Background: an optimization exercise with open tools, aiming at small area, a short achievable clock period and few clock cycles per item. Do not read the settings as production practice.
Function was not checked in any run shown here: the RTL went through the layout flow alone.
Power and IR drop assume default switching activity.

## design/flow/design.v

```verilog
module swar_scan (
    input  wire        clk,
    input  wire        rst,
    input  wire        cmd_valid,
    output wire        cmd_ready,
    input  wire [31:0] cmd,
    input  wire [63:0] a,
    input  wire [63:0] b,
    input  wire [7:0]  c,
    output reg         done,
    output reg         err,
    output wire [63:0] res,
    output wire        mem_req_valid,
    input  wire        mem_req_ready,
    output wire [63:0] mem_req_addr,
    input  wire        mem_rsp_valid,
    input  wire [63:0] mem_rsp_data
);
    reg        idle;        
    reg        go;          
    reg        thr;         
    reg        s1;          
    reg        first;       
    reg        rev, str;    
    reg [7:0]  tgt;         
    reg [2:0]  lenlo;       
    reg [63:0] addr;        
    reg [28:0] idx;         
    reg [31:0] u;           
    reg [1:0]  out;         
    reg [1:0]  drop;        
    reg [2:0]  pos;
    reg        nf;          
    reg        hi;          
    assign cmd_ready     = idle;
    assign mem_req_valid = go && thr;
    assign mem_req_addr  = addr;
    wire req_fire = go && thr && mem_req_ready;
    wire fire = cmd_valid && idle;
    wire [1:0] cur  = out - drop;
    wire rsp  = mem_rsp_valid && (drop == 2'd0);
    wire last = !go && (cur == 2'd1);
    wire mask_en = (rev ? first : last) && (lenlo != 3'd0);
    reg  [7:0] hit;
    integer i;
    always @* begin
        for (i = 0; i < 8; i = i + 1)
            hit[i] = (mem_rsp_data[8*i +: 8] == tgt) && !(mask_en && (i >= lenlo));
    end
    wire any = |hit;
    reg [2:0] fpos, lpos;
    integer j, k;
    always @* begin
        fpos = 3'd0;
        for (j = 7; j >= 0; j = j - 1)
            if (hit[j]) fpos = j[2:0];
        lpos = 3'd0;
        for (k = 0; k < 8; k = k + 1)
            if (hit[k]) lpos = k[2:0];
    end
    wire decide = rsp && (any || (!str && last));
    wire in_legal = ((cmd[7:0] == 8'h05 || cmd[7:0] == 8'h06) &&
                     cmd[31:12] == 20'd0 && cmd[10:8] == 3'd0)
                 || (cmd[31:0] == 32'h08);
    wire in_rev = cmd[1];
    wire in_str = cmd[3];
    wire in_run = in_legal && (in_str || b[31:0] != 32'd0);
    wire final_req = !str && (u == 32'd0);
    wire [28:0] in_hi = b[31:3];
    reg  [28:0] in_bt;
    integer r;
    always @* begin
        in_bt[0] = (b[2:0] == 3'd0);
        for (r = 1; r < 29; r = r + 1)
            in_bt[r] = in_bt[r-1] & !in_hi[r-1];
    end
    wire [28:0] in_top = in_hi ^ in_bt;
    wire [1:0] out_n = out + {1'b0, req_fire} - {1'b0, mem_rsp_valid};
    reg  [1:0] drop_n;
    reg        go_n, str_n;
    always @* begin
        drop_n = drop;
        if (mem_rsp_valid && drop != 2'd0) drop_n = drop - 2'd1;
        if (decide) drop_n = out_n;
        go_n = go;
        if (s1) go_n = 1'b1;
        if (req_fire && final_req) go_n = 1'b0;
        if (decide) go_n = 1'b0;
        str_n = str;
        if (fire) begin
            go_n  = in_run && !in_rev;
            str_n = in_str;
        end
        if (rst) begin
            drop_n = 2'd0;
            go_n   = 1'b0;
        end
    end
    wire [1:0] rst_out_n = rst ? 2'd0 : out_n;
    wire        dn = rev && !s1;
    wire [28:0] alo = addr[31:3];
    wire [28:0] alo_p = alo ^ {29{dn}};
    reg  [29:0] alo_t;
    integer l;
    always @* begin
        alo_t[0] = 1'b1;
        for (l = 1; l < 30; l = l + 1)
            alo_t[l] = alo_t[l-1] & alo_p[l-1];
    end
    wire [29:0] alo_add = {1'b0, alo} + {1'b0, idx};
    wire [28:0] alo_n = s1 ? alo_add[28:0] : (alo ^ alo_t[28:0]);
    wire        acy = s1 ? alo_add[29] : alo_t[29];
    wire [31:0] ahi_p = addr[63:32] ^ {32{dn}};
    reg  [31:0] ahi_t;
    integer m;
    always @* begin
        ahi_t[0] = 1'b1;
        for (m = 1; m < 32; m = m + 1)
            ahi_t[m] = ahi_t[m-1] & ahi_p[m-1];
    end
    wire [63:0] addr_n = {addr[63:32] ^ (ahi_t & {32{acy}}), alo_n, addr[2:0]};
    wire        idn = rev && !s1;
    wire [28:0] idx_p = idx ^ {29{idn}};
    reg  [29:0] idx_t;
    integer n;
    always @* begin
        idx_t[0] = 1'b1;
        for (n = 1; n < 30; n = n + 1)
            idx_t[n] = idx_t[n-1] & idx_p[n-1];
    end
    wire [28:0] idx_n = idx ^ idx_t[28:0];
    wire        idx_wrap = idx_t[29];             
    wire [31:0] u_p = u ^ {32{!str}};
    reg  [31:0] u_t;
    integer q;
    always @* begin
        u_t[0] = 1'b1;
        for (q = 1; q < 32; q = q + 1)
            u_t[q] = u_t[q-1] & u_p[q-1];
    end
    wire [31:0] u_n = u ^ u_t;
    wire        u_en = str ? (rsp && idx_wrap) : req_fire;
    always @(posedge clk) begin
        done <= 1'b0;
        out  <= rst_out_n;
        drop <= drop_n;
        go   <= go_n;
        str  <= str_n;
        thr  <= str_n ? (rst_out_n == drop_n) : (rst_out_n != 2'd3);
        if (rsp) begin
            first <= 1'b0;
            pos   <= rev ? lpos : fpos;
            nf    <= !any;
            hi    <= str && any;
        end
        if (rsp || s1)
            idx <= idx_n;
        s1 <= 1'b0;
        if (s1 || req_fire)
            addr <= addr_n;
        if (u_en)
            u <= u_n;
        if (decide) begin
            idle <= 1'b1;
            done <= 1'b1;
        end
        if (fire) begin
            err   <= !in_legal;
            tgt   <= in_str ? 8'h00 : c;
            addr  <= a;
            idx   <= in_rev ? in_top : {29{1'b1}};
            u     <= in_str ? {32{1'b1}} : {3'd0, in_top};
            lenlo <= b[2:0];
            rev   <= in_rev;
            first <= 1'b1;
            s1    <= in_run && in_rev;
            if (in_run)
                idle <= 1'b0;
            else begin
                done <= 1'b1;
                nf   <= 1'b1;
                hi   <= 1'b0;
            end
        end
        if (rst) begin
            idle <= 1'b1;
            done <= 1'b0;
            s1   <= 1'b0;
        end
    end
    assign res = {u & {32{hi}}, {idx, pos} | {32{nf}}};
endmodule
```

## design/flow/flow/run.sh

```bash
#!/bin/bash
# Standard ORFS layout, with plain buf_1 cells as the port buffers.
set -euo pipefail
export BUFFER_PORTS_ARGS="-buffer_cell sky130_fd_sc_hd__buf_1"
bash standard.sh synth > synth.log 2>&1
bash standard.sh > layout.log 2>&1
```

## design/flow/standard.sh

```bash
#!/bin/bash
# synth_recipe.tcl (not shown) runs the flow's synth.tcl, then flattens the netlist and writes it again
# the make line also repeats each setting of config.mk as NAME=value (left out here)
make -C /OpenROAD-flow-scripts/flow DESIGN_CONFIG=/design/flow/config.mk WORK_HOME=/design/flow/orfs CLKGATE_MAP_FILE= SYNTH_SCRIPT=/design/flow/synth_recipe.tcl "${@:-finish}"
```

## design/flow/config.mk

```make
export PLATFORM = sky130hd
export DESIGN_NAME = swar_scan
export DESIGN_NICKNAME = swar_scan
export VERILOG_FILES = /design/flow/design.v
export SDC_FILE = /design/flow/constraint.sdc
export NUM_CORES = 4
export LEC_CHECK = 0
export CAP_MARGIN = 20
export CORE_MARGIN = 2
export CORE_UTILIZATION = 40
export SETUP_SLACK_MARGIN = 2.5
export SLEW_MARGIN = 20
```

## design/flow/constraint.sdc

```tcl
create_clock -name core_clock -period 6.5 [get_ports {clk}]
set_input_delay 1.3000 -clock core_clock [delete_from_list [all_inputs] [get_ports {clk}]]
set_output_delay 1.3000 -clock core_clock [all_outputs]
set_load 0.01 [all_outputs]
```

==> Flow_metrics.wiki, run 1 <==
{| class="wikitable"
! Metric !! Value
|-
| Pleak || 5.69 nW
|-
| Cell family with most CP delay || adder cells
|-
| Most used standard cells in the synthesized netlist || sky130_fd_sc_hd__xnor2_1 (144), sky130_fd_sc_hd__edfxtp_1 (141), sky130_fd_sc_hd__nor2_1 (131), sky130_fd_sc_hd__nand2_1 (108), sky130_fd_sc_hd__a21oi_1 (105)
|-
| ANT nets after route || 0
|-
| Critical path start-end classification || primary input to register
|-
| Total overflow reported by the global router || 0
|-
| Drt first-iter violations || 1080
|-
| Worst Path Arrival || 6.09 ns
|-
| Standard cell core area || 34400 sq um
|-
| Initial antenna violation count || 2
|-
| Post-Syn Area per Cell || 8.64 sq um
|-
| Net Switching || 1.56 mW
|-
| Critical Path Max Stage Delay || 0.26 ns
|-
| Worst reg2reg startpoint || idx[3]$_DFFE_PP_
|-
| Synthesis-to-layout area growth || 21.2%
|-
| Share of cells above drive strength 1 || 10.5%
|-
| Syn Nets || 1905
|-
| DRC violations left || 0
|-
| Post-route worst setup slack || 0.565 ns
|-
| Net Sw Frac || 38.6%
|-
| Flip-flop and latch count after synthesis || 154
|-
| Wire length reported by the detailed router || 46.2 mm
|-
| Worst Path Max Fanout || 2
|-
| Pre-CTS setup slack || -0.0348 ns
|-
| Capture point of the worst reg-to-reg path || addr[59]$_DFFE_PP_
|-
| Max capacitance violation total || 0
|-
| Chip height || 190 um
|-
| Period Utilization, post-route || 91.3%
|-
| Depth of the worst register-to-register path || 9
|-
| Yosys warnings || 1
|-
| Via-per-instance ratio || 5.68
|-
| Number of nets in the layout || 2205
|-
| Largest net degree at the start of global routing || 81
|-
| Total global routing track utilization || 25.1%
|-
| Number of vias in the routed layout || 13504
|-
| Crit path to || u[27]$_DFFE_PP_
|-
| Share of total power in combinational logic || 36.6%
|-
| Part of the total power dissipated in the clock network || 25.3%
|-
| Sequential group share of total power || 38.2%
|-
| Share of the core filled with cells || 48.9%
|-
| Cell with the most instances on the worst path || sky130_fd_sc_hd__ha_4
|-
| Crit path time final || 5.94 ns
|-
| Maximum operating frequency || 168 MHz
|-
| Clock tree from TritonCTS || done
|-
| Clock latency at the later pin of the worst-skew pair || 0.45 ns
|-
| Cell with the most instances after synthesis || sky130_fd_sc_hd__xnor2_1
|-
| IR Drop Worst-Case VDD || 0.000192 V
|-
| Combined buffer and inverter count along the critical path || 1
|-
| 1st-pass router iterations || 5
|-
| Clock tree buffer depth || 2
|-
| Setup repair after global routing missed its margin || true
|-
| Most common flop cell mapped by yosys || sky130_fd_sc_hd__edfxtp_1
|-
| Number of synthesized flops with an enable pin || 141
|-
| Power Density || 241 nW/um^2
|-
| Top cell type by total area after synthesis || sky130_fd_sc_hd__edfxtp_1
|-
| Post-detailed-placement half-perimeter wirelength || 34.1 mm
|-
| Number of port buffers || 336
|-
| Maximum level of the CTS H-tree || 4
|-
| Average wire per cell in the routed design || 19.4 um
|-
| Result of the run || no timing/DRC/antenna violations
|-
| Vias in the first global route || 12543
|-
| Combined area of all synthesized cells || 13900 sq um
|-
| Area share of the largest cell type after synthesis || 30.5%
|-
| Worst path depth || 32
|-
| Number of buffers inserted during clock tree synthesis || 17
|-
| Die area || 36200 sq um
|-
| Worst hold path type || register to register
|-
| Minimum setup slack among reg-to-reg paths || 2.62 ns
|-
| Crit path required time || 6.66 ns
|-
| Worst Clk Skew || 0.0180 ns
|-
| Clock transition at the register clock pins on the worst setup and hold paths after CTS || 0.07 ns
|-
| Worst slew margin relative to its limit || 33.2%
|-
| Final weighted congestion in routability-driven placement || 0.885
|-
| Slew of the pin with the lowest slew margin || 1.00 ns
|-
| FFs w/ async S/R, synth || 0%
|-
| Endpoints failing hold || 0
|-
| Register area share after synthesis || 32.4%
|-
| Distinct cell type count after synthesis || 86
|-
| Internal power component || 2.48 mW
|-
| Top cells by area, synth || sky130_fd_sc_hd__edfxtp_1 (31%), sky130_fd_sc_hd__xnor2_1 (9.1%), sky130_fd_sc_hd__xor2_1 (6.1%)
|-
| Chip Width || 190 um
|-
| CP Capture Type || register
|-
| Critical path startpoint category || primary input
|-
| First-pass GRT wire length || 70.8 mm
|-
| I/O pin total || 369
|-
| Setup crit start || b[1]
|-
| Setup-violating endpoint count in the final report || 0
|-
| Initial cell density of the core || 40.4%
|-
| Buffer type at the clock tree root || sky130_fd_sc_hd__clkbuf_16
|-
| Slowest CP cell || sky130_fd_sc_hd__ha_4
|-
| Clock Sinks || 154
|-
| Core Rows || 68
|-
| Pins over their slew limit || 0
|-
| Count of mapped cells out of synthesis || 1606
|}
-- logic make-up after synthesis --
family	after synthesis	share of synthesized area (%)
xor gates and xnor gates	241	15.3
AOI/OAI and AO/OA	351	16.4
muxes	22	1.72
and+or+nand+nor	635	24.4
DFF	154	32.4
adders and majority gates	62	5.65
buffers and inverters	141	4.03
-- flip-flops by register name, indices dropped and copies added, names as in the netlist --
name and count:
addr 64, done 1, drop 2, err 1, first 1, go 1
hi 1, idle 1, idx 29, lenlo 3, nf 1, out 2
pos 3, rev 1, s1 1, str 1, tgt 8, thr 1
u 32
-- tightest hold or removal path, delay by kind of cell, from the launching register on --
family / cells / cell delay [ns]
and+or+nand+nor: 2 / 0.11
DFF: 1 / 0.31
-- cell usage in the layout, fill, tap and decap left out, types with 24 or more instances in the layout --
cell and instances:
sky130_fd_sc_hd__xnor2_1 143, sky130_fd_sc_hd__and2_1 50, sky130_fd_sc_hd__nand3_1 44, sky130_fd_sc_hd__a21oi_1 105
sky130_fd_sc_hd__xor2_1 96, sky130_fd_sc_hd__nor4_1 34, sky130_fd_sc_hd__buf_1 331, sky130_fd_sc_hd__inv_1 47
sky130_fd_sc_hd__nor3_1 50, sky130_fd_sc_hd__nor2_1 131, sky130_fd_sc_hd__and3_1 27, sky130_fd_sc_hd__ha_1 32
sky130_fd_sc_hd__nand2_1 106, sky130_fd_sc_hd__o21ai_0 63, sky130_fd_sc_hd__nand4_1 25, sky130_fd_sc_hd__buf_4 33
sky130_fd_sc_hd__a31oi_1 46, sky130_fd_sc_hd__edfxtp_1 141, sky130_fd_sc_hd__or3_1 24, sky130_fd_sc_hd__or2_2 41
sky130_fd_sc_hd__ha_4 27
-- per-layer routing --
metal	track usage [%]	vias to the layer above	wire [um]
met3	2.98	57	3110
met4	7.63	0	1100
li1	-	6468	-
met1	36.0	6453	21100
met5	0	-	0
met2	39.5	526	20900
-- power by group through the flow --
stage	combinational, mW	clock (mW)	sequential, mW
6_report	1.48	1.02	1.55
5_1_grt	1.64	1.07	1.57
4_1_cts	1.43	1.03	1.55
3_5_place_dp	1.41	0	1.56
3_3_place_gp	1.38	0	1.56
2_1_floorplan	1.07	0	1.45
-- worst min path at each step --
stage	startpoint	endpoint	slack, ns	depth (start not counted)
floorplan	first$_SDFFE_PP1P_	first$_SDFFE_PP1P_	0.42	2
global placement	first$_SDFFE_PP1P_	first$_SDFFE_PP1P_	0.43	2
detailed placement	first$_SDFFE_PP1P_	first$_SDFFE_PP1P_	0.45	2
CTS	first$_SDFFE_PP1P_	first$_SDFFE_PP1P_	0.46	2
global route	first$_SDFFE_PP1P_	first$_SDFFE_PP1P_	0.50	2
finish	first$_SDFFE_PP1P_	first$_SDFFE_PP1P_	0.46	2
-- cell type report --
type	instances	area (sq um)
clock inverter	9	71.3
antenna	2	5.00
inverter	48	183
timing repair buffer	374	1600
multi-input combinational	1311	9380
tap	455	569
fill	3437	17600
sequential	154	4500
clock buffer	23	510
-- stage by stage --
stage | hold slack (ns) | std cells | total power [mW] | instance area, sq um | setup TNS [ns]
finish | 0.463 | 2376 | 4.05 | 16800 | 0
CTS | 0.460 | 2361 | 4.01 | 16600 | 0
global route | 0.503 | 2375 | 4.29 | 16800 | 0
global placement | 0.434 | 2325 | 2.94 | 15900 | 0
floorplan | 0.423 | 1606 | 2.52 | 14300 | 0
detailed placement | 0.451 | 2325 | 2.97 | 15900 | -0.0348
-- timing repair --
item | CTS | global route
buffers inserted | 4 | 13
pin swaps | 3 | 4
setup endpoints to repair | 67 | 72
gates resized for setup | 18 | 16
hold buffers | 0 | 0
==> inputs of run 2 (changes only) <==
--- a/design/flow/config.mk
+++ b/design/flow/config.mk
@@ -9,4 +9,4 @@
 export CORE_MARGIN = 2
 export CORE_UTILIZATION = 40
-export SETUP_SLACK_MARGIN = 2.5
+export SETUP_SLACK_MARGIN = 3.0
 export SLEW_MARGIN = 20
==> Flow_metrics.wiki, run 2 <==
{| class="wikitable"
! Metric !! Value
|-
| Number of synthesized flops with an enable pin || 141 (unchanged)
|-
| Count of mapped cells out of synthesis || 1606 (unchanged)
|-
| Post-cts hold buffer count || 0 (unchanged)
|-
| Wire length reported by the detailed router || 48.4 mm (+4.8%)
|-
| Critical path startpoint category || primary input
|-
| Most used standard cells in the synthesized netlist || sky130_fd_sc_hd__xnor2_1 (144), sky130_fd_sc_hd__edfxtp_1 (141), sky130_fd_sc_hd__nor2_1 (131), sky130_fd_sc_hd__nand2_1 (108), sky130_fd_sc_hd__a21oi_1 (105)
|-
| Die area || 36200 sq um (unchanged)
|-
| Critical Path Max Stage Delay || 0.26 ns (about the same)
|-
| Crit path required time || 6.69 ns (+0.03 ns)
|-
| Chip Width || 190 um (unchanged)
|-
| Combined buffer and inverter count along the critical path || 1 (unchanged)
|-
| Biggest regs || addr (64), u (32), idx (29)
|-
| Clock Sinks || 154 (unchanged)
|-
| Endpoints failing hold || 0 (unchanged)
|-
| Via-per-instance ratio || 5.67 (-0.22%)
|-
| Number of nets in the layout || 2254 (+2.2%)
|-
| Uppermost layer routed || met4
|-
| Worst hold path type || register to register
|-
| Most common flop cell mapped by yosys || sky130_fd_sc_hd__edfxtp_1
|-
| Pleak || 6.03 nW (+5.9%)
|-
| Result of the run || no timing/DRC/antenna violations
|-
| Final weighted congestion in routability-driven placement || 0.923 (+4.4%)
|-
| Share of cells above drive strength 1 || 14.8% (+4.3 points)
|-
| Number of vias in the routed layout || 13746 (+1.8%)
|-
| FFs w/ async S/R, synth || 0% (unchanged)
|-
| Met2 wire len || 23.0 mm (+10%)
|-
| Flip-flop count of the largest register after layout || 64 (unchanged)
|-
| Buffer type at the clock tree root || sky130_fd_sc_hd__clkbuf_16
|-
| Distinct cell type count after synthesis || 86 (unchanged)
|-
| Average wire per cell in the routed design || 20.0 um (+2.8%)
|-
| First-pass GRT wire length || 72.8 mm (+2.8%)
|-
| Number of buffers inserted during clock tree synthesis || 17 (unchanged)
|-
| 1st-pass router iterations || 6 (+1)
|-
| Met3 Wirelength || 2.81 mm (-9.7%)
|-
| Core Rows || 68 (unchanged)
|-
| Cell family with most CP delay || adder cells
|-
| Slew of the pin with the lowest slew margin || 1.12 ns (+0.123 ns)
|-
| Register area share after synthesis || 32.4% (unchanged)
|-
| Share of the core filled with cells || 51.2% (+2.3 points)
|-
| Post-Syn Area per Cell || 8.64 sq um (unchanged)
|-
| Pins over their slew limit || 0 (unchanged)
|-
| Worst slew margin relative to its limit || 25.0% (-8.2 points)
|-
| Worst Clk Skew || 0.0146 ns (-0.00342 ns)
|-
| CP Capture Type || register
|-
| Power Density || 242 nW/um^2 (+0.54%)
|-
| Most frequent standard cell in the layout excluding fill and tap cells || sky130_fd_sc_hd__buf_1
|-
| Minimum setup slack among reg-to-reg paths || 3.01 ns (+0.39 ns)
|-
| Yosys warnings || 1 (unchanged)
|-
| Initial cell density of the core || 40.4% (unchanged)
|-
| DRC violations left || 0 (unchanged)
|-
| Period Utilization, post-route || 90.6% (-0.72 points)
|-
| Critical path start-end classification || primary input to register
|-
| Combined area of all synthesized cells || 13900 sq um (unchanged)
|-
| Setup-violating endpoint count in the final report || 0 (unchanged)
|-
| Crit path time final || 5.89 ns (-0.0466 ns)
|-
| Standard cell core area || 34400 sq um (unchanged)
|-
| Total power of the final layout || 4.26 mW (+5.2%)
|-
| Worst Path Arrival || 6.08 ns (about the same)
|-
| Maximum operating frequency || 170 MHz (+0.79%)
|-
| Clock tree buffer depth || 2 (unchanged)
|-
| Synthesis-to-layout area growth || 26.8%
|-
| Slowest CP cell || sky130_fd_sc_hd__ha_4
|-
| Worst Path Max Fanout || 2 (unchanged)
|-
| Number of port buffers || 336 (unchanged)
|-
| Clock latency at the later pin of the worst-skew pair || 0.45 ns (about the same)
|-
| Chip height || 190 um (unchanged)
|-
| Register ranked first by flip-flop count || addr
|-
| Flip-flop and latch count after synthesis || 154 (unchanged)
|-
| Vias in the first global route || 12805 (+2.1%)
|-
| Syn Nets || 1905 (unchanged)
|-
| Total overflow reported by the global router || 0 (unchanged)
|-
| Clock transition at the register clock pins on the worst setup and hold paths after CTS || 0.07 ns (about the same)
|-
| Maximum level of the CTS H-tree || 4 (unchanged)
|-
| Total global routing track utilization || 26.1% (+1.0 points)
|-
| Setup repair after global routing missed its margin || true
|-
| Cell with the most instances on the worst path || sky130_fd_sc_hd__ha_4
|-
| IR Drop Worst-Case VDD || 0.000201 V (+4.9%)
|-
| Routed metal-1 wirelength || 21.3 mm (+1.2%)
|-
| Top cell type by total area after synthesis || sky130_fd_sc_hd__edfxtp_1
|-
| ANT nets after route || 0 (unchanged)
|-
| Max capacitance violation total || 0 (unchanged)
|-
| Clock tree from TritonCTS || done
|-
| Initial antenna violation count || 1 (-1)
|-
| Largest net degree at the start of global routing || 74 (-8.6%)
|-
| Area share of the largest cell type after synthesis || 30.5% (unchanged)
|-
| Drt first-iter violations || 950 (-12%)
|-
| Cell with the most instances after synthesis || sky130_fd_sc_hd__xnor2_1
|-
| Top cells by area, synth || sky130_fd_sc_hd__edfxtp_1 (31%), sky130_fd_sc_hd__xnor2_1 (9.1%), sky130_fd_sc_hd__xor2_1 (6.1%)
|-
| I/O pin total || 369 (unchanged)
|-
| Post-detailed-placement half-perimeter wirelength || 34.4 mm (+0.86%)
|-
| Highest-count cells in the layout ignoring fill and taps || sky130_fd_sc_hd__buf_1 (332), sky130_fd_sc_hd__xnor2_1 (143), sky130_fd_sc_hd__edfxtp_1 (141)
|}
[run 2: cell counts after synthesis]
Identical to the previous run, type by type.
[run 2: what timing repair did]
item	CTS	global route
buffers inserted	64	8
endpoints found under the hold margin	0	0
endpoints found under the setup margin	148	121
cloned	1	0
pin swaps	21	10
gates resized for setup	57	33
[run 2: per-stage QoR]
| stage | worst slack, ns | area, sq um | hold WS (ns) | cells | setup TNS (ns) |
|---|---|---|---|---|---|
| after detailed placement | -0.0219 | 15900 | 0.437 | 2318 | -0.0269 |
| after global placement | 0.0498 | 15900 | 0.431 | 2318 | 0 |
| after floorplan | 0.382 | 14400 | 0.423 | 1606 | 0 |
| after CTS | 0.632 | 17300 | 0.448 | 2415 | 0 |
| final | 0.611 | 17600 | 0.448 | 2424 | 0 |
| after global routing | 0.505 | 17600 | 0.469 | 2424 | 0 |
[run 2: power by group]
part           internal (mW)  total (mW)  switching, mW
clock network          0.531        1.01          0.479
registers               1.28        1.53          0.252
logic                  0.768        1.72          0.950
[run 2: logic make-up (layout without fill, tap and decap cells)]
kind of cell,after synthesis,in the layout,synth area share [%]
AO/OA/AOI/OAI,351,351,16.4
XOR/XNOR,241,241,15.3
adder cells (fa/ha/maj),62,62,5.65
buffers and inverters,141,502,4.03
flip-flops,154,154,32.4
multiplexers,22,22,1.72
other,0,1,0
AND/OR/NAND/NOR,635,636,24.4
[run 2: final cells by class]
| type | count | area [sq um] |
|---|---|---|
| diodes | 1 | 2.50 |
| multi-input cells | 1312 | 9750 |
| clock inverters | 13 | 105 |
| fillers | 3336 | 16800 |
| well taps | 455 | 569 |
| inverters | 48 | 188 |
| clock buffers | 19 | 464 |
| flip-flops and latches | 154 | 4500 |
| repair buffers | 422 | 2010 |
[run 2: worst register-to-register path, stage by stage, from the launching register on]
cell and delay [ns]:
sky130_fd_sc_hd__edfxtp_1 0.51, sky130_fd_sc_hd__ha_2 0.25, sky130_fd_sc_hd__inv_1 0.06, sky130_fd_sc_hd__fa_2 0.37, sky130_fd_sc_hd__nor2b_4 0.15, sky130_fd_sc_hd__o31ai_2 0.08
sky130_fd_sc_hd__a2111o_1 0.46, sky130_fd_sc_hd__o211ai_1 0.17, sky130_fd_sc_hd__buf_4 0.16, sky130_fd_sc_hd__a2111oi_4 0.07, sky130_fd_sc_hd__o41ai_2 0.35, sky130_fd_sc_hd__buf_4 0.17
sky130_fd_sc_hd__buf_4 0.11, sky130_fd_sc_hd__xor2_1 0.07, sky130_fd_sc_hd__a221o_1 0.29
[run 2: routing by layer]
metal	vias to the layer above	GRT usage, %
met5	-	0
met4	0	9.09
met3	71	3.00
met2	509	42.8
met1	6590	35.7
li1	6576	-
[run 2: worst paths after layout]
check	from	depth (start not counted)	endpoint
worst max-delay path	b[2]	32	idx[27]$_DFFE_PP_
worst min-delay path	first$_SDFFE_PP1P_	2	first$_SDFFE_PP1P_
worst max register to register	idx[0]$_DFFE_PP_	14	addr[29]$_DFFE_PP_
worst min register to register	first$_SDFFE_PP1P_	2	first$_SDFFE_PP1P_

## what the ideal ports hide
How much do the figures lean on ideal ports? The routed layouts below were timed once more, with nothing changed but the port constraints. Step 1 (the two cells are an assumption about what drives the block):
set clk [get_ports {clk}]
set_driving_cell -lib_cell sky130_fd_sc_hd__clkbuf_16 $clk
set_driving_cell -lib_cell sky130_fd_sc_hd__buf_2 [delete_from_list [all_inputs] $clk]
Step 2, shift: input delay + t, output delay - t, t = (earliest + latest rising clock arrival at the registers) / 2. This alone moves slack from input paths to output paths. Three values: ideal ports, drivers, drivers and shift; two values: the first two.
| run | shift t [ns] | setup WS [ns] | hold WS [ns] | worst data-port slew with drivers (ns) |
|---|---|---|---|---|
| run 1 | 0.495 | 0.565 / 0.547 / 0.051 | 0.463 / 0.463 / 0.463 | 0.07 |
| run 2 | 0.498 | 0.611 / 0.606 / 0.108 | 0.448 / 0.448 / 0.448 | 0.09 |
After both steps every run listed still meets setup and hold. The setup slack of run 1, which loses most, moves by -0.018 ns with the drivers and by -0.514 ns with both steps.
